Source: an optimization exercise on an open RTL-to-GDS flow (aim: a short achievable clock period and few clock cycles per item). Production flows keep margins and buffers that such runs may drop.
The RTL was checked by simulation tests, not by an equivalence proof against the original design.
No activity file was given, so power comes from the tool's default toggle rates.

==> design/flow/design.v <==
module ap2_add16 (
    input  wire [15:0] a,
    input  wire [15:0] b,
    input  wire        ci,
    output wire [15:0] s,
    output wire        co
);
    wire [15:0] p = a ^ b;
    wire [15:0] g = a & b;
    wire [15:0] g0, p0;
    assign g0[0] = g[0] | (p[0] & ci);
    assign p0[0] = 1'b0;
    assign g0[15:1] = g[15:1];
    assign p0[15:1] = p[15:1];
    wire [15:0] g1, p1;
    assign g1[0] = g0[0];
    assign p1[0] = p0[0];
    assign g1[1] = g0[1] | (p0[1] & g0[0]);
    assign p1[1] = p0[1] & p0[0];
    assign g1[2] = g0[2] | (p0[2] & g0[1]);
    assign p1[2] = p0[2] & p0[1];
    assign g1[3] = g0[3] | (p0[3] & g0[2]);
    assign p1[3] = p0[3] & p0[2];
    assign g1[4] = g0[4] | (p0[4] & g0[3]);
    assign p1[4] = p0[4] & p0[3];
    assign g1[5] = g0[5] | (p0[5] & g0[4]);
    assign p1[5] = p0[5] & p0[4];
    assign g1[6] = g0[6] | (p0[6] & g0[5]);
    assign p1[6] = p0[6] & p0[5];
    assign g1[7] = g0[7] | (p0[7] & g0[6]);
    assign p1[7] = p0[7] & p0[6];
    assign g1[8] = g0[8] | (p0[8] & g0[7]);
    assign p1[8] = p0[8] & p0[7];
    assign g1[9] = g0[9] | (p0[9] & g0[8]);
    assign p1[9] = p0[9] & p0[8];
    assign g1[10] = g0[10] | (p0[10] & g0[9]);
    assign p1[10] = p0[10] & p0[9];
    assign g1[11] = g0[11] | (p0[11] & g0[10]);
    assign p1[11] = p0[11] & p0[10];
    assign g1[12] = g0[12] | (p0[12] & g0[11]);
    assign p1[12] = p0[12] & p0[11];
    assign g1[13] = g0[13] | (p0[13] & g0[12]);
    assign p1[13] = p0[13] & p0[12];
    assign g1[14] = g0[14] | (p0[14] & g0[13]);
    assign p1[14] = p0[14] & p0[13];
    assign g1[15] = g0[15] | (p0[15] & g0[14]);
    assign p1[15] = p0[15] & p0[14];
    wire [15:0] g2, p2;
    assign g2[0] = g1[0];
    assign p2[0] = p1[0];
    assign g2[1] = g1[1];
    assign p2[1] = p1[1];
    assign g2[2] = g1[2] | (p1[2] & g1[0]);
    assign p2[2] = p1[2] & p1[0];
    assign g2[3] = g1[3] | (p1[3] & g1[1]);
    assign p2[3] = p1[3] & p1[1];
    assign g2[4] = g1[4] | (p1[4] & g1[2]);
    assign p2[4] = p1[4] & p1[2];
    assign g2[5] = g1[5] | (p1[5] & g1[3]);
    assign p2[5] = p1[5] & p1[3];
    assign g2[6] = g1[6] | (p1[6] & g1[4]);
    assign p2[6] = p1[6] & p1[4];
    assign g2[7] = g1[7] | (p1[7] & g1[5]);
    assign p2[7] = p1[7] & p1[5];
    assign g2[8] = g1[8] | (p1[8] & g1[6]);
    assign p2[8] = p1[8] & p1[6];
    assign g2[9] = g1[9] | (p1[9] & g1[7]);
    assign p2[9] = p1[9] & p1[7];
    assign g2[10] = g1[10] | (p1[10] & g1[8]);
    assign p2[10] = p1[10] & p1[8];
    assign g2[11] = g1[11] | (p1[11] & g1[9]);
    assign p2[11] = p1[11] & p1[9];
    assign g2[12] = g1[12] | (p1[12] & g1[10]);
    assign p2[12] = p1[12] & p1[10];
    assign g2[13] = g1[13] | (p1[13] & g1[11]);
    assign p2[13] = p1[13] & p1[11];
    assign g2[14] = g1[14] | (p1[14] & g1[12]);
    assign p2[14] = p1[14] & p1[12];
    assign g2[15] = g1[15] | (p1[15] & g1[13]);
    assign p2[15] = p1[15] & p1[13];
    wire [15:0] g3, p3;
    assign g3[0] = g2[0];
    assign p3[0] = p2[0];
    assign g3[1] = g2[1];
    assign p3[1] = p2[1];
    assign g3[2] = g2[2];
    assign p3[2] = p2[2];
    assign g3[3] = g2[3];
    assign p3[3] = p2[3];
    assign g3[4] = g2[4] | (p2[4] & g2[0]);
    assign p3[4] = p2[4] & p2[0];
    assign g3[5] = g2[5] | (p2[5] & g2[1]);
    assign p3[5] = p2[5] & p2[1];
    assign g3[6] = g2[6] | (p2[6] & g2[2]);
    assign p3[6] = p2[6] & p2[2];
    assign g3[7] = g2[7] | (p2[7] & g2[3]);
    assign p3[7] = p2[7] & p2[3];
    assign g3[8] = g2[8] | (p2[8] & g2[4]);
    assign p3[8] = p2[8] & p2[4];
    assign g3[9] = g2[9] | (p2[9] & g2[5]);
    assign p3[9] = p2[9] & p2[5];
    assign g3[10] = g2[10] | (p2[10] & g2[6]);
    assign p3[10] = p2[10] & p2[6];
    assign g3[11] = g2[11] | (p2[11] & g2[7]);
    assign p3[11] = p2[11] & p2[7];
    assign g3[12] = g2[12] | (p2[12] & g2[8]);
    assign p3[12] = p2[12] & p2[8];
    assign g3[13] = g2[13] | (p2[13] & g2[9]);
    assign p3[13] = p2[13] & p2[9];
    assign g3[14] = g2[14] | (p2[14] & g2[10]);
    assign p3[14] = p2[14] & p2[10];
    assign g3[15] = g2[15] | (p2[15] & g2[11]);
    assign p3[15] = p2[15] & p2[11];
    wire [15:0] g4, p4;
    assign g4[0] = g3[0];
    assign p4[0] = p3[0];
    assign g4[1] = g3[1];
    assign p4[1] = p3[1];
    assign g4[2] = g3[2];
    assign p4[2] = p3[2];
    assign g4[3] = g3[3];
    assign p4[3] = p3[3];
    assign g4[4] = g3[4];
    assign p4[4] = p3[4];
    assign g4[5] = g3[5];
    assign p4[5] = p3[5];
    assign g4[6] = g3[6];
    assign p4[6] = p3[6];
    assign g4[7] = g3[7];
    assign p4[7] = p3[7];
    assign g4[8] = g3[8] | (p3[8] & g3[0]);
    assign p4[8] = p3[8] & p3[0];
    assign g4[9] = g3[9] | (p3[9] & g3[1]);
    assign p4[9] = p3[9] & p3[1];
    assign g4[10] = g3[10] | (p3[10] & g3[2]);
    assign p4[10] = p3[10] & p3[2];
    assign g4[11] = g3[11] | (p3[11] & g3[3]);
    assign p4[11] = p3[11] & p3[3];
    assign g4[12] = g3[12] | (p3[12] & g3[4]);
    assign p4[12] = p3[12] & p3[4];
    assign g4[13] = g3[13] | (p3[13] & g3[5]);
    assign p4[13] = p3[13] & p3[5];
    assign g4[14] = g3[14] | (p3[14] & g3[6]);
    assign p4[14] = p3[14] & p3[6];
    assign g4[15] = g3[15] | (p3[15] & g3[7]);
    assign p4[15] = p3[15] & p3[7];
    assign s  = p ^ {g4[14:0], ci};
    assign co = g4[15];
endmodule
module ap2_mulcsa (
    input  wire [15:0] a,
    input  wire [15:0] b,
    output wire [15:0] s,
    output wire [15:0] c,
    output wire [15:0] t
);
    wire [16:0] bx = {b, 1'b0};
    wire [16:0] ax = {a, 1'b0};    
    wire b0h = bx[2], b0m = bx[1], b0l = bx[0];
    wire m1_0 = b0m ^ b0l;
    wire m2_0 = (b0h & ~b0m & ~b0l) | (~b0h & b0m & b0l);
    wire ng_0 = b0h & ~(b0m & b0l);
    wire [15:0] r0 = {(((m1_0 & ax[16]) | (m2_0 & ax[15])) ^ ng_0), (((m1_0 & ax[15]) | (m2_0 & ax[14])) ^ ng_0), (((m1_0 & ax[14]) | (m2_0 & ax[13])) ^ ng_0), (((m1_0 & ax[13]) | (m2_0 & ax[12])) ^ ng_0), (((m1_0 & ax[12]) | (m2_0 & ax[11])) ^ ng_0), (((m1_0 & ax[11]) | (m2_0 & ax[10])) ^ ng_0), (((m1_0 & ax[10]) | (m2_0 & ax[9])) ^ ng_0), (((m1_0 & ax[9]) | (m2_0 & ax[8])) ^ ng_0), (((m1_0 & ax[8]) | (m2_0 & ax[7])) ^ ng_0), (((m1_0 & ax[7]) | (m2_0 & ax[6])) ^ ng_0), (((m1_0 & ax[6]) | (m2_0 & ax[5])) ^ ng_0), (((m1_0 & ax[5]) | (m2_0 & ax[4])) ^ ng_0), (((m1_0 & ax[4]) | (m2_0 & ax[3])) ^ ng_0), (((m1_0 & ax[3]) | (m2_0 & ax[2])) ^ ng_0), (((m1_0 & ax[2]) | (m2_0 & ax[1])) ^ ng_0), (((m1_0 & ax[1]) | (m2_0 & ax[0])) ^ ng_0)};
    wire b1h = bx[4], b1m = bx[3], b1l = bx[2];
    wire m1_1 = b1m ^ b1l;
    wire m2_1 = (b1h & ~b1m & ~b1l) | (~b1h & b1m & b1l);
    wire ng_1 = b1h & ~(b1m & b1l);
    wire [15:0] r1 = {(((m1_1 & ax[14]) | (m2_1 & ax[13])) ^ ng_1), (((m1_1 & ax[13]) | (m2_1 & ax[12])) ^ ng_1), (((m1_1 & ax[12]) | (m2_1 & ax[11])) ^ ng_1), (((m1_1 & ax[11]) | (m2_1 & ax[10])) ^ ng_1), (((m1_1 & ax[10]) | (m2_1 & ax[9])) ^ ng_1), (((m1_1 & ax[9]) | (m2_1 & ax[8])) ^ ng_1), (((m1_1 & ax[8]) | (m2_1 & ax[7])) ^ ng_1), (((m1_1 & ax[7]) | (m2_1 & ax[6])) ^ ng_1), (((m1_1 & ax[6]) | (m2_1 & ax[5])) ^ ng_1), (((m1_1 & ax[5]) | (m2_1 & ax[4])) ^ ng_1), (((m1_1 & ax[4]) | (m2_1 & ax[3])) ^ ng_1), (((m1_1 & ax[3]) | (m2_1 & ax[2])) ^ ng_1), (((m1_1 & ax[2]) | (m2_1 & ax[1])) ^ ng_1), (((m1_1 & ax[1]) | (m2_1 & ax[0])) ^ ng_1), 1'b0, ng_0};
    wire b2h = bx[6], b2m = bx[5], b2l = bx[4];
    wire m1_2 = b2m ^ b2l;
    wire m2_2 = (b2h & ~b2m & ~b2l) | (~b2h & b2m & b2l);
    wire ng_2 = b2h & ~(b2m & b2l);
    wire [15:0] r2 = {(((m1_2 & ax[12]) | (m2_2 & ax[11])) ^ ng_2), (((m1_2 & ax[11]) | (m2_2 & ax[10])) ^ ng_2), (((m1_2 & ax[10]) | (m2_2 & ax[9])) ^ ng_2), (((m1_2 & ax[9]) | (m2_2 & ax[8])) ^ ng_2), (((m1_2 & ax[8]) | (m2_2 & ax[7])) ^ ng_2), (((m1_2 & ax[7]) | (m2_2 & ax[6])) ^ ng_2), (((m1_2 & ax[6]) | (m2_2 & ax[5])) ^ ng_2), (((m1_2 & ax[5]) | (m2_2 & ax[4])) ^ ng_2), (((m1_2 & ax[4]) | (m2_2 & ax[3])) ^ ng_2), (((m1_2 & ax[3]) | (m2_2 & ax[2])) ^ ng_2), (((m1_2 & ax[2]) | (m2_2 & ax[1])) ^ ng_2), (((m1_2 & ax[1]) | (m2_2 & ax[0])) ^ ng_2), 1'b0, ng_1, 1'b0, 1'b0};
    wire b3h = bx[8], b3m = bx[7], b3l = bx[6];
    wire m1_3 = b3m ^ b3l;
    wire m2_3 = (b3h & ~b3m & ~b3l) | (~b3h & b3m & b3l);
    wire ng_3 = b3h & ~(b3m & b3l);
    wire [15:0] r3 = {(((m1_3 & ax[10]) | (m2_3 & ax[9])) ^ ng_3), (((m1_3 & ax[9]) | (m2_3 & ax[8])) ^ ng_3), (((m1_3 & ax[8]) | (m2_3 & ax[7])) ^ ng_3), (((m1_3 & ax[7]) | (m2_3 & ax[6])) ^ ng_3), (((m1_3 & ax[6]) | (m2_3 & ax[5])) ^ ng_3), (((m1_3 & ax[5]) | (m2_3 & ax[4])) ^ ng_3), (((m1_3 & ax[4]) | (m2_3 & ax[3])) ^ ng_3), (((m1_3 & ax[3]) | (m2_3 & ax[2])) ^ ng_3), (((m1_3 & ax[2]) | (m2_3 & ax[1])) ^ ng_3), (((m1_3 & ax[1]) | (m2_3 & ax[0])) ^ ng_3), 1'b0, ng_2, 1'b0, 1'b0, 1'b0, 1'b0};
    wire b4h = bx[10], b4m = bx[9], b4l = bx[8];
    wire m1_4 = b4m ^ b4l;
    wire m2_4 = (b4h & ~b4m & ~b4l) | (~b4h & b4m & b4l);
    wire ng_4 = b4h & ~(b4m & b4l);
    wire [15:0] r4 = {(((m1_4 & ax[8]) | (m2_4 & ax[7])) ^ ng_4), (((m1_4 & ax[7]) | (m2_4 & ax[6])) ^ ng_4), (((m1_4 & ax[6]) | (m2_4 & ax[5])) ^ ng_4), (((m1_4 & ax[5]) | (m2_4 & ax[4])) ^ ng_4), (((m1_4 & ax[4]) | (m2_4 & ax[3])) ^ ng_4), (((m1_4 & ax[3]) | (m2_4 & ax[2])) ^ ng_4), (((m1_4 & ax[2]) | (m2_4 & ax[1])) ^ ng_4), (((m1_4 & ax[1]) | (m2_4 & ax[0])) ^ ng_4), 1'b0, ng_3, 1'b0, 1'b0, 1'b0, 1'b0, 1'b0, 1'b0};
    wire b5h = bx[12], b5m = bx[11], b5l = bx[10];
    wire m1_5 = b5m ^ b5l;
    wire m2_5 = (b5h & ~b5m & ~b5l) | (~b5h & b5m & b5l);
    wire ng_5 = b5h & ~(b5m & b5l);
    wire [15:0] r5 = {(((m1_5 & ax[6]) | (m2_5 & ax[5])) ^ ng_5), (((m1_5 & ax[5]) | (m2_5 & ax[4])) ^ ng_5), (((m1_5 & ax[4]) | (m2_5 & ax[3])) ^ ng_5), (((m1_5 & ax[3]) | (m2_5 & ax[2])) ^ ng_5), (((m1_5 & ax[2]) | (m2_5 & ax[1])) ^ ng_5), (((m1_5 & ax[1]) | (m2_5 & ax[0])) ^ ng_5), 1'b0, ng_4, 1'b0, 1'b0, 1'b0, 1'b0, 1'b0, 1'b0, 1'b0, 1'b0};
    wire b6h = bx[14], b6m = bx[13], b6l = bx[12];
    wire m1_6 = b6m ^ b6l;
    wire m2_6 = (b6h & ~b6m & ~b6l) | (~b6h & b6m & b6l);
    wire ng_6 = b6h & ~(b6m & b6l);
    wire [15:0] r6 = {(((m1_6 & ax[4]) | (m2_6 & ax[3])) ^ ng_6), (((m1_6 & ax[3]) | (m2_6 & ax[2])) ^ ng_6), (((m1_6 & ax[2]) | (m2_6 & ax[1])) ^ ng_6), (((m1_6 & ax[1]) | (m2_6 & ax[0])) ^ ng_6), 1'b0, ng_5, 1'b0, 1'b0, 1'b0, 1'b0, 1'b0, 1'b0, 1'b0, 1'b0, 1'b0, 1'b0};
    wire b7h = bx[16], b7m = bx[15], b7l = bx[14];
    wire m1_7 = b7m ^ b7l;
    wire m2_7 = (b7h & ~b7m & ~b7l) | (~b7h & b7m & b7l);
    wire ng_7 = b7h & ~(b7m & b7l);
    wire [15:0] r7 = {(((m1_7 & ax[2]) | (m2_7 & ax[1])) ^ ng_7), (((m1_7 & ax[1]) | (m2_7 & ax[0])) ^ ng_7), 1'b0, ng_6, 1'b0, 1'b0, 1'b0, 1'b0, 1'b0, 1'b0, 1'b0, 1'b0, 1'b0, 1'b0, 1'b0, 1'b0};
    wire [15:0] r8 = {1'b0, ng_7, 14'b0};
    wire [15:0] s0_0 = r0 ^ r1 ^ r2;
    wire [15:0] c0_0w = (r0 & r1) | (r0 & r2) | (r1 & r2);
    wire [15:0] c0_0 = {c0_0w[14:0], 1'b0};
    wire [15:0] s0_1 = r3 ^ r4 ^ r5;
    wire [15:0] c0_1w = (r3 & r4) | (r3 & r5) | (r4 & r5);
    wire [15:0] c0_1 = {c0_1w[14:0], 1'b0};
    wire [15:0] s0_2 = r6 ^ r7 ^ r8;
    wire [15:0] c0_2w = (r6 & r7) | (r6 & r8) | (r7 & r8);
    wire [15:0] c0_2 = {c0_2w[14:0], 1'b0};
    wire [15:0] s1_0 = s0_0 ^ c0_0 ^ s0_1;
    wire [15:0] c1_0w = (s0_0 & c0_0) | (s0_0 & s0_1) | (c0_0 & s0_1);
    wire [15:0] c1_0 = {c1_0w[14:0], 1'b0};
    wire [15:0] s1_1 = c0_1 ^ s0_2 ^ c0_2;
    wire [15:0] c1_1w = (c0_1 & s0_2) | (c0_1 & c0_2) | (s0_2 & c0_2);
    wire [15:0] c1_1 = {c1_1w[14:0], 1'b0};
    wire [15:0] s2_0 = s1_0 ^ c1_0 ^ s1_1;
    wire [15:0] c2_0w = (s1_0 & c1_0) | (s1_0 & s1_1) | (c1_0 & s1_1);
    wire [15:0] c2_0 = {c2_0w[14:0], 1'b0};
    assign s = s2_0;
    assign c = c2_0;
    assign t = c1_1;
endmodule
module ap2_core (
    input  wire        clk,
    input  wire        rst,           
    input  wire        start,         
    input  wire [16:0] image_end,     
    output wire        mem_req,
    output wire        mem_we,
    output wire [15:0] mem_addr,
    output wire [15:0] mem_wdata,
    input  wire [15:0] mem_rdata,
    input  wire        mem_ready,
    output wire        done,          
    output wire [1:0]  stop_reason,   
    output wire [15:0] r0,
    output wire [15:0] r1,
    output wire [15:0] r2,
    output wire [15:0] r3,
    output wire [15:0] r4,
    output wire [15:0] r5,
    output wire [15:0] r6,
    output wire [15:0] r7,
    output wire [15:0] pc_out,
    output wire [15:0] sp_out,
    output wire        flag_c,
    output wire        flag_ov,
    output wire        flag_z,
    output wire        flag_s
);
    localparam [15:0] STACK_START = 16'h8200;
    localparam [15:0] STACK_FLOOR = 16'h81F0;
    reg        running;       
    reg        done_q;
    reg        start_q;       
    reg [1:0]  reason;
    reg [16:0] ie_q;          
    reg [15:0] x [0:7];
    reg [15:0] sp;
    reg [15:0] sp_p2;         
    reg        fc, fov, fz, fs;
    reg        we_o, fz_o, fs_o;
    reg [15:0] pc_o;
    reg [15:0] sc [0:7];      
    reg [7:0]  scv;
    reg [8:0]  sdep;          
    reg [15:0] bus_addr;      
    reg [15:0] bus_wdata;     
    reg [15:0] daddr;         
    reg [15:0] dwdata;        
    reg        e_first;       
    reg [15:0] pcF;
    reg        d_valid;
    reg        d_end;         
    reg [15:0] ir;
    reg [15:0] pcd_cur;       
    reg [15:0] pcd_nxt;       
    reg        pd_stopi;      
    reg        pd_mul;        
    reg        pd_um, pd_un;  
    reg        pd_jmp;        
    reg        pd_psh, pd_pop, pd_str, pd_ldr;
    reg        pd_aimm;       
    reg        pd_areg;       
    reg        pd_breg;       
    reg        pd_binv;       
    reg        pd_cj;         
    reg        e_valid;
    reg        e_memop;       
    reg        e_we;          
    reg        e_psh;         
    reg [2:0]  e_sidx;        
    reg        e_mul;         
    reg        e_ld;          
    reg        e_wreg;        
    reg [2:0]  e_rd;
    reg        e_wzs, e_wc, e_wov;
    reg        e_sub;         
    reg        e_cmp;
    reg        e_jpend;       
    reg [1:0]  e_jcc;
    reg [15:0] e_jt;
    reg        sel_add, sel_and, sel_or, sel_xor, sel_shr, sel_shl,
               sel_ror, sel_rol, sel_mov;
    reg [3:0]  e_lut;         
    reg [3:0]  e_r1, e_r2;    
    reg [3:0]  e_l1, e_l2;    
    reg        e_k16;         
    reg        e_kz;          
    reg [15:0] A, B;
    reg        smc_q;         
    reg        w_valid;
    reg [2:0]  w_rd;
    reg [15:0] ms, mc, mt;    
    reg        w_c, w_a15, w_b15;
    wire [15:0] sum;
    wire        co;
    ap2_add16 u_add (.a(A), .b(B), .ci(e_sub), .s(sum), .co(co));
    wire [16:0] hx = {A, 1'b0};
    wire [16:0] lx = {1'b0, A};
    wire [16:0] hr1 = ({17{e_r1[0]}} & hx) | ({17{e_r1[1]}} & {1'b0, hx[16:1]})
                    | ({17{e_r1[2]}} & {2'b0, hx[16:2]}) | ({17{e_r1[3]}} & {3'b0, hx[16:3]});
    wire [16:0] hr2 = ({17{e_r2[0]}} & hr1) | ({17{e_r2[1]}} & {4'b0, hr1[16:4]})
                    | ({17{e_r2[2]}} & {8'b0, hr1[16:8]}) | ({17{e_r2[3]}} & {12'b0, hr1[16:12]});
    wire [16:0] shr17 = e_kz ? 17'd0 : e_k16 ? {16'b0, hr2[16]} : hr2;
    wire [16:0] hl1 = ({17{e_l1[0]}} & lx) | ({17{e_l1[1]}} & {lx[15:0], 1'b0})
                    | ({17{e_l1[2]}} & {lx[14:0], 2'b0}) | ({17{e_l1[3]}} & {lx[13:0], 3'b0});
    wire [16:0] hl2 = ({17{e_l2[0]}} & hl1) | ({17{e_l2[1]}} & {hl1[12:0], 4'b0})
                    | ({17{e_l2[2]}} & {hl1[8:0], 8'b0}) | ({17{e_l2[3]}} & {hl1[4:0], 12'b0});
    wire [16:0] shl17 = e_kz ? 17'd0 : e_k16 ? {hl2[0], 16'b0} : hl2;
    wire [15:0] ms_n, mc_n, mt_n;
    ap2_mulcsa u_mul (.a(A), .b(B), .s(ms_n), .c(mc_n), .t(mt_n));
    wire [15:0] r_lut = ({16{e_lut[0]}} & ~A & ~B) | ({16{e_lut[1]}} & ~A & B)
                      | ({16{e_lut[2]}} &  A & ~B) | ({16{e_lut[3]}} & A & B);
    wire [15:0] r_log = r_lut
                      | shr17[16:1]
                      | shl17[15:0]
                      | ({16{sel_ror}} & {A[0], A[15:1]})
                      | ({16{sel_rol}} & {A[14:0], A[15]});
    wire [15:0] r = ({16{sel_add}} & sum) | r_log;
    wire [15:0] axb   = A ^ B;
    wire [15:0] aob   = A | B;
    wire        z_add = (axb == {aob[14:0], e_sub});
    wire        z_and = ((A & B) == 16'h0000);
    wire        z_or  = ((A | B) == 16'h0000);
    wire        z_xor = (axb == 16'h0000);
    wire        z_a   = (A == 16'h0000);
    wire        z_shr = (shr17[16:1] == 16'h0000);
    wire        z_shl = (shl17[15:0] == 16'h0000);
    wire        res_z = (sel_add & z_add) | (sel_and & z_and) | (sel_or & z_or) |
                        (sel_xor & z_xor) | ((sel_mov | sel_ror | sel_rol) & z_a) |
                        (sel_shr & z_shr) | (sel_shl & z_shl);
    wire res_s = e_cmp ? !co : r[15];
    wire res_c = sel_add ? (co ^ e_sub)
               : sel_shr ? shr17[0]
               : sel_shl ? shl17[16]
               : sel_ror ? A[0]
               : A[15];
    wire res_ov = sel_shl ? shl17[16]
                : ((A[15] == B[15]) && (r[15] != A[15]));
    wire [15:0] ws    = ms ^ mc ^ mt;
    wire [15:0] wcw   = (ms & mc) | (ms & mt) | (mc & mt);
    wire [15:0] wc    = {wcw[14:0], 1'b0};
    wire [15:0] wr;
    wire        wco;
    ap2_add16 u_wadd (.a(ws), .b(wc), .ci(1'b0), .s(wr), .co(wco));
    wire [15:0] mxc   = ws ^ wc;
    wire [15:0] moc   = ws | wc;
    wire        w_z   = (mxc == {moc[14:0], 1'b0});
    wire        w_ov  = (w_a15 == w_b15) && (w_b15 != wr[15]);
    wire e_alu     = e_valid & !e_memop;       
    wire e_fwd     = e_valid & e_wreg & !e_ld;
    wire e_wzs_now = e_alu & e_wzs;
    reg jc_e;
    always @(*) begin
        case (e_jcc)
            2'b00:   jc_e = 1'b1;
            2'b01:   jc_e = fz && !fs;
            2'b10:   jc_e = !fz && fs;
            default: jc_e = !fz && !fs;
        endcase
    end
    wire e_jtaken = e_valid & e_jpend & jc_e;
    wire [15:0] pcd_cur1 = pcd_cur + 16'd1;
    wire [15:0] A1       = A + 16'd1;
    wire e_smc = e_first & e_we & d_valid & !d_end &
                 ((A == pcd_cur) | (A == pcd_cur1) | (A1 == pcd_cur));
    wire squash_e = e_jtaken | smc_q;
    wire [3:0] cls = ir[15:12];
    wire [2:0] fd  = ir[10:8];
    wire [2:0] fm  = ir[7:5];
    wire [2:0] fn  = ir[4:2];
    wire is_nop  = (ir == 16'h0000);
    wire is_c0   = (cls == 4'h0) && !is_nop;
    wire is_jmp  = is_c0 && ir[11];
    wire is_psh  = pd_psh;
    wire is_pop  = pd_pop;
    wire is_cmp  = is_c0 && !ir[11] && (ir[1:0] == 2'b11);
    wire is_rsvd = is_c0 && !ir[11] && (ir[1:0] == 2'b00);
    wire is_mov  = (cls == 4'h1);
    wire is_str  = pd_str;
    wire is_ldr  = pd_ldr;
    wire is_add  = (cls == 4'h4);
    wire is_sub  = (cls == 4'h5);
    wire is_mul  = (cls == 4'h6);
    wire is_and  = (cls == 4'h7);
    wire is_or   = (cls == 4'h8);
    wire is_not  = (cls == 4'h9);
    wire is_xor  = (cls == 4'hA);
    wire is_shr  = (cls == 4'hB);
    wire is_shl  = (cls == 4'hC);
    wire is_ror  = (cls == 4'hD);
    wire is_rol  = (cls == 4'hE);
    wire is_halt = (cls == 4'hF);
    wire is_alu1 = is_add | is_sub | is_and | is_or | is_not | is_xor |
                   is_shr | is_shl | is_ror | is_rol;      
    wire push_ok = !sdep[8];           
    wire pop_ok  = !sdep[0];           
    wire psh_do  = is_psh && push_ok;
    wire pop_do  = is_pop && pop_ok;
    wire [4:0] sdist    = 5'd0 - sp[4:0];
    wire [2:0] sidx_psh = sdist[3:1];
    wire       top_v    = |(scv & sdep[8:1]);    
    reg [15:0] sc_top;                           
    integer k;
    always @(*) begin
        sc_top = 16'h0000;
        for (k = 0; k < 8; k = k + 1)
            sc_top = sc_top | ({16{sdep[k + 1]}} & sc[k]);
    end
    wire       pop_hit  = pop_do && top_v;
    wire       pop_mem  = pop_do && !top_v;
    wire d_memop   = is_ldr | is_str | psh_do | pop_mem;
    wire d_store   = is_str | psh_do;
    wire [1:0] d_reason = d_end ? 2'd3 : is_halt ? 2'd1 : 2'd2;
    wire [8:0]  imm9  = ir[10:2];
    wire [15:0] jt_d  = pcd_nxt + {7'b0, imm9};
    reg jc_d;
    always @(*) begin
        case (ir[1:0])
            2'b00:   jc_d = 1'b1;
            2'b01:   jc_d = fz && !fs;
            2'b10:   jc_d = !fz && fs;
            default: jc_d = !fz && !fs;
        endcase
    end
    wire d_jres   = !pd_cj || !(e_wzs_now || w_valid);    
    wire e_mulv = e_valid & e_mul;
    wire d_dep  = e_mulv &
                  ((pd_um && (fm == e_rd)) || (pd_un && (fn == e_rd)) || pd_cj);
    wire d_stop   = d_valid & pd_stopi & !e_memop & !e_mulv & !squash_e;
    wire d_fire   = d_valid & !pd_stopi & !e_memop & !d_dep & !squash_e;
    wire d_jtaken = d_fire & pd_jmp & d_jres & jc_d;
    wire a_imm  = pd_aimm;
    wire a_reg  = pd_areg;
    wire b_reg  = pd_breg;
    wire b_inv  = pd_binv;
    wire fwd_a  = e_fwd && (e_rd == fm) && a_reg;
    wire fwd_b  = e_fwd && (e_rd == fn) && b_reg;
    wire fww_a  = w_valid && (w_rd == fm) && a_reg;
    wire fww_b  = w_valid && (w_rd == fn) && b_reg;
    wire [15:0] xm = x[fm];
    wire [15:0] xn = x[fn];
    wire [15:0] a_base = a_imm  ? {8'b0, ir[7:0]}
                       : is_psh ? sp
                       : is_pop ? (pop_hit ? sc_top : sp_p2)
                       : fww_a  ? wr
                       : xm;
    wire [15:0] b_raw  = (is_str && ir[11]) ? {8'b0, ir[10:8], ir[4:0]}
                       : is_not ? 16'hFFFF
                       : fww_b  ? wr
                       : xn;
    wire        fsa_a  = fwd_a & sel_add;
    wire        fsa_b  = fwd_b & sel_add;
    wire [15:0] a_next = fsa_a ? sum : fwd_a ? r_log : a_base;
    wire [15:0] b_next = fsa_b ? (sum ^ {16{b_inv}})
                       : fwd_b ? (r_log ^ {16{b_inv}}) : (b_raw ^ {16{b_inv}});
    wire at_end    = {1'b0, pcF} >= ie_q;
    wire bus_fetch = running & !e_memop;
    wire slot_free = !d_valid | d_fire | squash_e;
    wire f_load    = bus_fetch & slot_free & !squash_e & !d_jtaken & !d_stop;
    wire f_take    = f_load & mem_ready;
    reg [15:0] pcF_base;
    always @(*) begin
        if (start && !running)
            pcF_base = 16'h0000;
        else if (d_stop)
            pcF_base = pcd_nxt;
        else if (e_jtaken)
            pcF_base = e_jt;
        else if (smc_q)
            pcF_base = pcd_cur;
        else if (d_jtaken)
            pcF_base = jt_d;
        else
            pcF_base = pcF;
    end
    wire        inc_ok   = f_load & !at_end & !(start && !running);
    wire [15:0] pcF_inc  = pcF + 16'd2;
    wire [15:0] pcF_next = (inc_ok & mem_ready) ? pcF_inc : pcF_base;
    wire e_hold    = e_memop & !mem_ready;        
    wire d_mem_go  = d_fire & d_memop;            
    assign mem_req   = running;
    assign mem_we    = we_o;
    assign mem_addr  = bus_addr;
    assign mem_wdata = bus_wdata;
    always @(posedge clk)
        ie_q <= image_end;
    always @(posedge clk) begin
        if (rst) begin
            running <= 1'b0;
            done_q  <= 1'b0;
            start_q <= 1'b0;
            d_valid <= 1'b0;
            e_valid <= 1'b0;
            e_memop <= 1'b0;
            e_we    <= 1'b0;
            we_o    <= 1'b0;
            w_valid <= 1'b0;
            smc_q   <= 1'b0;
            e_first <= 1'b0;
        end else if (start && !running) begin
            running <= 1'b1;
            done_q  <= 1'b0;
            start_q <= 1'b1;
            d_valid <= 1'b0;
            e_valid <= 1'b0;
            e_memop <= 1'b0;
            e_we    <= 1'b0;
            we_o    <= 1'b0;
            w_valid <= 1'b0;
            smc_q   <= 1'b0;
            e_first <= 1'b0;
        end else begin
            start_q <= 1'b0;
            if (d_stop) begin
                running <= 1'b0;
                done_q  <= 1'b1;
            end
            if (d_stop || squash_e || d_jtaken)
                d_valid <= 1'b0;
            else if (slot_free)
                d_valid <= f_take;
            e_valid <= e_hold | d_fire;
            e_memop <= e_hold | d_mem_go;
            e_we    <= (e_we & !mem_ready) | (d_fire & d_store);
            we_o    <= (we_o & !mem_ready) | (d_fire & d_store);
            smc_q   <= e_smc;
            e_first <= d_mem_go;
            w_valid <= e_alu & e_mul;
        end
    end
    always @(posedge clk)
        pcF <= pcF_next;
    wire [15:0] e_addr  = e_first ? A : daddr;
    wire [15:0] e_wdat  = e_first ? B : dwdata;
    wire        ba_r    = d_mem_go & fwd_a;
    wire [15:0] ba_oth  = e_memop  ? (mem_ready ? pcF_base : e_addr)
                        : d_mem_go ? a_base
                        : pcF_next;
    wire        bw_r    = !e_memop & fwd_b;
    wire [15:0] bw_oth  = e_memop ? e_wdat : b_raw;
    always @(posedge clk) begin
        bus_addr  <= (ba_r & sel_add) ? sum : ba_r ? r_log : ba_oth;
        bus_wdata <= (bw_r & sel_add) ? sum : bw_r ? r_log : bw_oth;
        if (e_first) begin
            daddr  <= A;
            dwdata <= B;
        end
    end
    always @(posedge clk) begin
        if (d_stop) begin
            reason <= d_reason;
            pc_o   <= pcd_nxt;
        end
    end
    wire [15:0] fw    = mem_rdata;      
    wire [3:0]  f_cls = fw[15:12];
    wire        f_c0  = (f_cls == 4'h0) && (fw[11:0] != 12'h000);
    wire        f_alu1 = (f_cls >= 4'h4) && (f_cls <= 4'hE) && (f_cls != 4'h6);
    wire        f_ab  = (f_cls == 4'h4) || (f_cls == 4'h5) || (f_cls == 4'h7) ||
                        (f_cls == 4'h8) || (f_cls == 4'hA);
    always @(posedge clk) begin
        if (slot_free && !smc_q) begin
            ir       <= fw;
            d_end    <= at_end;
            pcd_cur  <= pcF;
            pcd_nxt  <= at_end ? pcF : pcF + 16'd2;
            pd_stopi <= at_end || (f_cls == 4'hF) ||
                        (f_c0 && !fw[11] && (fw[1:0] == 2'b00));
            pd_mul   <= (f_cls == 4'h6);
            pd_um    <= ((f_cls == 4'h1) && !fw[11]) || (f_cls == 4'h2) || (f_cls == 4'h3) ||
                        f_alu1 || (f_cls == 4'h6) || (f_c0 && !fw[11] && (fw[1:0] == 2'b11));
            pd_un    <= ((f_cls == 4'h2) && !fw[11]) || f_ab || (f_cls == 4'h6) ||
                        (f_c0 && !fw[11] && fw[0]);
            pd_jmp   <= !at_end && f_c0 && fw[11] && (fw[10:2] != 9'd0);
            pd_psh   <= f_c0 && !fw[11] && (fw[1:0] == 2'b01);
            pd_pop   <= f_c0 && !fw[11] && (fw[1:0] == 2'b10);
            pd_str   <= (f_cls == 4'h2);
            pd_ldr   <= (f_cls == 4'h3);
            pd_aimm  <= (f_cls == 4'h1) && fw[11];
            pd_areg  <= !(((f_cls == 4'h1) && fw[11]) || (f_c0 && !fw[11] && (fw[1] != fw[0])));
            pd_breg  <= !(((f_cls == 4'h2) && fw[11]) || (f_cls == 4'h9));
            pd_binv  <= (f_cls == 4'h5) || (f_c0 && !fw[11] && (fw[1:0] == 2'b11));
            pd_cj    <= !at_end && f_c0 && fw[11] && (fw[10:2] != 9'd0) && (fw[1:0] != 2'b00);
        end
    end
    always @(posedge clk) begin
        A       <= a_next;
        B       <= b_next;
        e_r1    <= {4{is_shr}} & (4'b0001 << ir[1:0]);
        e_r2    <= {4{is_shr}} & (4'b0001 << ir[3:2]);
        e_l1    <= {4{is_shl}} & (4'b0001 << ir[1:0]);
        e_l2    <= {4{is_shl}} & (4'b0001 << ir[3:2]);
        e_k16   <= ir[4] && (ir[3:0] == 4'd0);
        e_kz    <= ir[4] && (ir[3:0] != 4'd0);
        e_wzs   <= is_alu1 | is_cmp;
        e_wc    <= is_add | is_sub | is_shr | is_shl | is_ror | is_rol;
        e_wov   <= is_add | is_sub | is_shl;
        e_sub   <= is_sub | is_cmp;
        e_cmp   <= is_cmp;
        e_jcc   <= ir[1:0];
        e_jt    <= jt_d;
        sel_add <= is_add | is_sub | is_cmp;
        sel_and <= is_and;
        sel_or  <= is_or;
        sel_xor <= is_xor | is_not;
        sel_shr <= is_shr;
        sel_shl <= is_shl;
        sel_ror <= is_ror;
        sel_rol <= is_rol;
        sel_mov <= is_mov | pop_hit;
        e_lut   <= is_and ? 4'b1000 : is_or ? 4'b1110 : (is_xor | is_not) ? 4'b0110
                 : (is_mov | pop_hit) ? 4'b1100 : 4'b0000;
        if (!e_memop) begin
            e_psh   <= is_psh;
            e_sidx  <= sidx_psh;
            e_mul   <= is_mul;
            e_ld    <= is_ldr | pop_mem;
            e_wreg  <= is_mov | is_ldr | pop_do | is_alu1;
            e_rd    <= is_pop ? {1'b0, ir[9:8]} : fd;
            e_jpend <= pd_jmp & !d_jres;
        end
        ms    <= ms_n;
        mc    <= mc_n;
        mt    <= mt_n;
        w_rd  <= e_rd;
        w_c   <= co;
        w_a15 <= A[15];
        w_b15 <= B[15];
    end
    wire [8:0] sdep_n = start_q ? 9'b000000001
                      : (d_fire & psh_do) ? {sdep[7:0], 1'b0}
                      : (d_fire & pop_do) ? {1'b0, sdep[8:1]}
                      : sdep;
    reg [15:0] sp_n, sp_p2_n;
    integer d;
    always @(*) begin
        sp_n    = 16'h0000;
        sp_p2_n = 16'h0000;
        for (d = 0; d < 9; d = d + 1) begin
            sp_n    = sp_n    | ({16{sdep_n[d]}} & (STACK_START - 2 * d));
            sp_p2_n = sp_p2_n | ({16{sdep_n[d]}} & (STACK_START + 2 - 2 * d));
        end
    end
    always @(posedge clk) begin
        sdep  <= sdep_n;
        sp    <= sp_n;
        sp_p2 <= sp_p2_n;
    end
    wire        e_wr  = e_valid & e_wreg;
    integer i;
    always @(posedge clk) begin
        if (start_q) begin
            for (i = 0; i < 8; i = i + 1)
                x[i] <= 16'h0000;
            fc  <= 1'b0;
            fov <= 1'b0;
            fz  <= 1'b0;
            fs  <= 1'b0;
            fz_o <= 1'b0;
            fs_o <= 1'b0;
            scv <= 8'h00;
        end else begin
            for (i = 0; i < 8; i = i + 1) begin
                if (e_wr && !e_ld && sel_add && (e_rd == i))
                    x[i] <= sum;
                else if (e_wr && !e_ld && (e_rd == i))
                    x[i] <= r_log;
                else if (e_wr && (e_rd == i))
                    x[i] <= mem_rdata;
                else if (w_valid && (w_rd == i))
                    x[i] <= wr;
            end
            if (e_alu & e_wzs) begin
                fz   <= res_z;
                fs   <= res_s;
                fz_o <= res_z;
                fs_o <= res_s;
            end else if (w_valid) begin
                fz   <= w_z;
                fs   <= wr[15];
                fz_o <= w_z;
                fs_o <= wr[15];
            end
            if (e_alu & e_wc)
                fc <= res_c;
            else if (w_valid)
                fc <= w_c;
            if (e_alu & e_wov)
                fov <= res_ov;
            else if (w_valid)
                fov <= w_ov;
            for (i = 0; i < 8; i = i + 1) begin
                if (e_first && e_we && e_psh && (e_sidx == i))
                    scv[i] <= 1'b1;
                else if (e_first && e_we && !e_psh &&
                         ((A == STACK_START - 2 * i) || (A1 == STACK_START - 2 * i) ||
                          (A == STACK_START - 2 * i + 1)))
                    scv[i] <= 1'b0;
            end
        end
        for (i = 0; i < 8; i = i + 1)
            if (e_first && e_we && e_psh && (e_sidx == i))
                sc[i] <= B;
    end
    assign done        = done_q;
    assign stop_reason = reason;
    assign r0 = x[0];
    assign r1 = x[1];
    assign r2 = x[2];
    assign r3 = x[3];
    assign r4 = x[4];
    assign r5 = x[5];
    assign r6 = x[6];
    assign r7 = x[7];
    assign pc_out  = pc_o;
    assign sp_out  = sp;
    assign flag_c  = fc;
    assign flag_ov = fov;
    assign flag_z  = fz_o;
    assign flag_s  = fs_o;
endmodule
==> design/flow/flow/run.sh <==
#!/bin/bash
set -euo pipefail
bash standard.sh SETUP_SLACK_MARGIN=7.5 finish > orfs_make.log 2>&1
==> design/flow/standard.sh <==
#!/bin/bash
# synth_recipe.tcl (not shown) runs the flow's synth.tcl, then flattens the netlist and writes it again
# the make line also repeats each setting of config.mk as NAME=value (left out here)
make -C /OpenROAD-flow-scripts/flow DESIGN_CONFIG=/design/flow/config.mk WORK_HOME=/design/flow/orfs CLKGATE_MAP_FILE= SYNTH_SCRIPT=/design/flow/synth_recipe.tcl "${@:-finish}"
==> design/flow/config.mk <==
export PLATFORM = sky130hd
export DESIGN_NAME = ap2_core
export DESIGN_NICKNAME = ap2_core
export VERILOG_FILES = /design/flow/design.v
export SDC_FILE = /design/flow/constraint.sdc
export NUM_CORES = 4
export LEC_CHECK = 0
export CAP_MARGIN = 30
export CORE_MARGIN = 2
export CORE_UTILIZATION = 40
export SLEW_MARGIN = 20
==> design/flow/constraint.sdc <==
create_clock -name core_clock -period 10.0 [get_ports {clk}]
set_input_delay 2.0000 -clock core_clock [delete_from_list [all_inputs] [get_ports {clk}]]
set_output_delay 2.0000 -clock core_clock [all_outputs]
set_load 0.01 [all_outputs]
==> results.ini <==
[drt]
num_vias = 39170
drc_errors = 0
wl_per_cell_um = 30.30
drtIter0Drc = 6491
via_per_inst = 6.581
wl_um = 180400
firstDrtPassIters = 13
antenna_left = 0

[global_route]
grt-ovfl-total = 0
gr-usage-all-layers_pct = 37.30
grt_pass1_wl_um = 250400
grt_pass1_vias = 35810
grt_start_max_net_pins = 88
grt_antenna_before_repair = 11

[die]
core_area_mm2 = 0.08837
rows = 109
start_util_pct = 40.37
die_y_um = 302.6
die_x_um = 302.6
dieArea_mm2 = 0.09159
io_pins = 238

[cts]
cts_tree = built
cts.sinks = 608
hold_buffers = 0
root_buffer = clkbuf_16
h-tree-depth = 3
worst_skew_pair.late_latency_ns = 0.66
clockBufferDepth = 3
clk_pin_slew_ns = 0.07
cts_made_buffers = 71

[sta]
drv_slew = 0
tns_ns = 0
finalCriticalPeriod_ns = 3.274
slew-limit-headroom_pct = 26.85
hold_violations = 0
clock_skew_ns = 0.03463
fmax_mhz = 305.4
period_share_pct = 32.74
setup_violations = 0
rsz0062_at_grt = true
tightest_slew_ns = 1.096

[synthesis]
avgSynthCellArea_um2 = 9.011
ys.flop_type = dfxtp_1
netlist_instances = 3959
synthArstFlopShare_pct = 0
syn-cell-area_mm2 = 0.03567
ys_seq_area_share_pct = 40.24
ys_ff_latch = 608
synth_edf_count = 218
ys_types = 91
synth.yosys.warnings = 3

[outcome]
status = finished clean

[worst_setup_path]
worstPathArrival_ns = 3.76
crit_type = reg -> reg
cp.required_ns = 10.49
cp_max_fo = 8
end_kind = flop
start_kind = flop

[cells_and_area]
drive_gt1_share_pct = 44.95
n_fill_cell = 7113
postLayoutCoreUtil_pct = 61.13
regArea_mm2 = 0.01499
multiInputGateArea_mm2 = 0.02448
areaGrowthSynthToFinish_pct = 51.44
nets = 4922

[power]
power_mw = 12.25
cellLeakagePower_nw = 20.85
ir_drop_v = 0.0002549
p_per_area_mw_per_mm2 = 226.8

[placed_design]
gp_congestion = 1.020
port_buffers = 231
dp_hpwl_um = 110400

[hold_path]
hold_path_class = reg -> reg

[flow_run]
max_cap_violations = 0

==> cell type report <==
class                   instances  area share, %
multi-input cells            2883          45.31
clock buffers                  91          3.791
repair inverters                2        0.02316
well taps                    1165          2.698
flip-flops and latches        608          27.74
diodes                          7        0.03242
repair buffers                998          18.36
clock inverters                39         0.7851
inverters                     160          1.258
==> sequential cells by signal (all words and copies together), names as in the netlist, 8 cells and up <==
signal,flops
pcd_cur,16
e_jt,16
B,16
x,128
daddr,16
dwdata,16
ir,16
sc,128
ie_q,17
mc,12
bus_wdata,16
sdep,9
ms,16
pcF,16
bus_addr,16
scv,8
pc_o,16
pcd_nxt,15
A,16
==> cell usage after synthesis (38+ instances only) <==
library cell  instances  area [µm²]
nor3_1               66       330.3
o21ai_0             204        1021
clkbuf_1            248       930.9
edfxtp_1            218        6546
a211oi_1             47       352.8
a22o_1               46       402.9
ha_1                121        1514
fa_1                 40       800.8
a221oi_1             48       420.4
xnor2_1             147        1287
nor2_1              358        1344
mux2i_1              82       820.8
inv_1               154       578.1
nand2_1             305        1145
a21oi_1             285        1426
o211ai_1             67       503.0
and3_1               41       256.5
xor2_1               75       656.9
nand4_1              43       269.0
o22ai_1              45       281.5
dfxtp_1             390        7807
nand3_1              81       405.4
a22oi_1             196        1471
mux2_2               49       551.8
nor4_1               38       237.7
a31oi_1              42       262.8
buf_1                38       142.6
==> path summary, 6_finish.rpt <==
kind	from	depth (start not counted)	endpoint	slack, ns
min reg2reg	ir[0]	0	e_jcc[0]	0.47
max	B[9]	13	x[1][14]	6.73
min	ir[0]	0	e_jcc[0]	0.47
max reg2reg	B[9]	13	x[1][14]	6.73
==> layout by cell type, fill, tap and decap left out, drive strengths merged, types with 144 or more instances in the layout <==
master  instances
buf           966
dfxtp         390
nor2          359
nand2         305
a21oi         285
o21ai         221
edfxtp        218
a22oi         196
xnor2         147
inv           144
==> what timing repair did <==
| action | CTS | global route |
|---|---|---|
| setup endpoints to repair | 571 | 491 |
| buffers inserted | 500 | 146 |
| gates cloned | 19 | 2 |
| pin swaps | 259 | 235 |
| gates resized for setup | 2062 | 448 |
==> routing by layer <==
layer  GRT usage [%]  vias to the layer above  share of wire, %
met5           1.294                        -             0.057
met4           24.68                        8               8.3
met3           13.83                      988                14
met2           52.66                     3198                41
met1           47.39                    18790                37
li1                -                    16190                 -
==> stage by stage <==
stage          hold WS [ns]  setup WS (ns)  instance area (µm²)  instances
6_report             0.4720          6.726                54020       5953
5_1_grt              0.4818          6.689                54010       5947
4_1_cts              0.4741          6.792                50810       5797
3_5_place_dp         0.4591          5.197                40160       5148
3_3_place_gp         0.4531          5.157                40040       5138
2_1_floorplan        0.3427          6.446                37390       3964
==> report_power, final <==
group | internal (mW) | switching, mW | total [mW] | leakage (nW)
Clock | 1.66 | 1.14 | 2.80 | 1.22
Sequential | 2.81 | 0.283 | 3.09 | 5.47
Combinational | 2.83 | 3.53 | 6.36 | 14.2
Total | 7.30 | 4.96 | 12.3 | 20.9
==> critical path, cell delays in order, from the launching register on <==
cell and delay [ns]:
dfxtp_4 0.49, buf_4 0.25, buf_4 0.23, ha_1 0.24
o21a_1 0.16, o21ai_0 0.10, o221a_4 0.33, buf_6 0.12
o21ai_4 0.20, xor2_2 0.13, a21o_4 0.25, o211ai_1 0.24
buf_4 0.23, o22ai_1 0.10
==> cell families (layout without fill, tap and decap cells) <==
group / count (synthesis) / in the layout / share of synthesized area [%]
buffers and inverters: 474 / 1290 / 5.237
AO/OA/AOI/OAI: 1242 / 1242 / 23.46
XOR/XNOR: 222 / 222 / 5.451
multiplexers: 141 / 141 / 4.447
adder cells (fa/ha/maj): 161 / 161 / 6.489
flip-flops: 608 / 608 / 40.24
AND/OR/NAND/NOR: 1110 / 1111 / 14.66
other: 1 / 13 / 0.01051
Testbench counts, summed over its fixed seeds: cycles 62,666, instrs 48,662.

[separate check: timing with driven ports]
The flow's constraints put no driver on any port. The routed layout listed below was extracted and timed again, unchanged, in two steps. Step 1 (the two cells are an assumption about what drives the block):
set clk [get_ports {clk}]
set_driving_cell -lib_cell sky130_fd_sc_hd__clkbuf_16 $clk
set_driving_cell -lib_cell sky130_fd_sc_hd__buf_2 [delete_from_list [all_inputs] $clk]
Step 2, shift: input delay + t, output delay - t, t = (earliest + latest rising clock arrival at the registers) / 2. This alone moves slack from input paths to output paths. Slacks: no drivers / after step 1 / after step 2; pairs: no drivers / after step 1.
t (ns): 0.718
slack for setup (ns): 6.726 / 6.722 / 6.337
slew at the worst register clock pin (ns): 0.07 / 0.07
After both steps setup and hold are still met in this run. The setup slack of this run moves by -0.004 ns with the drivers and by -0.389 ns with both steps.
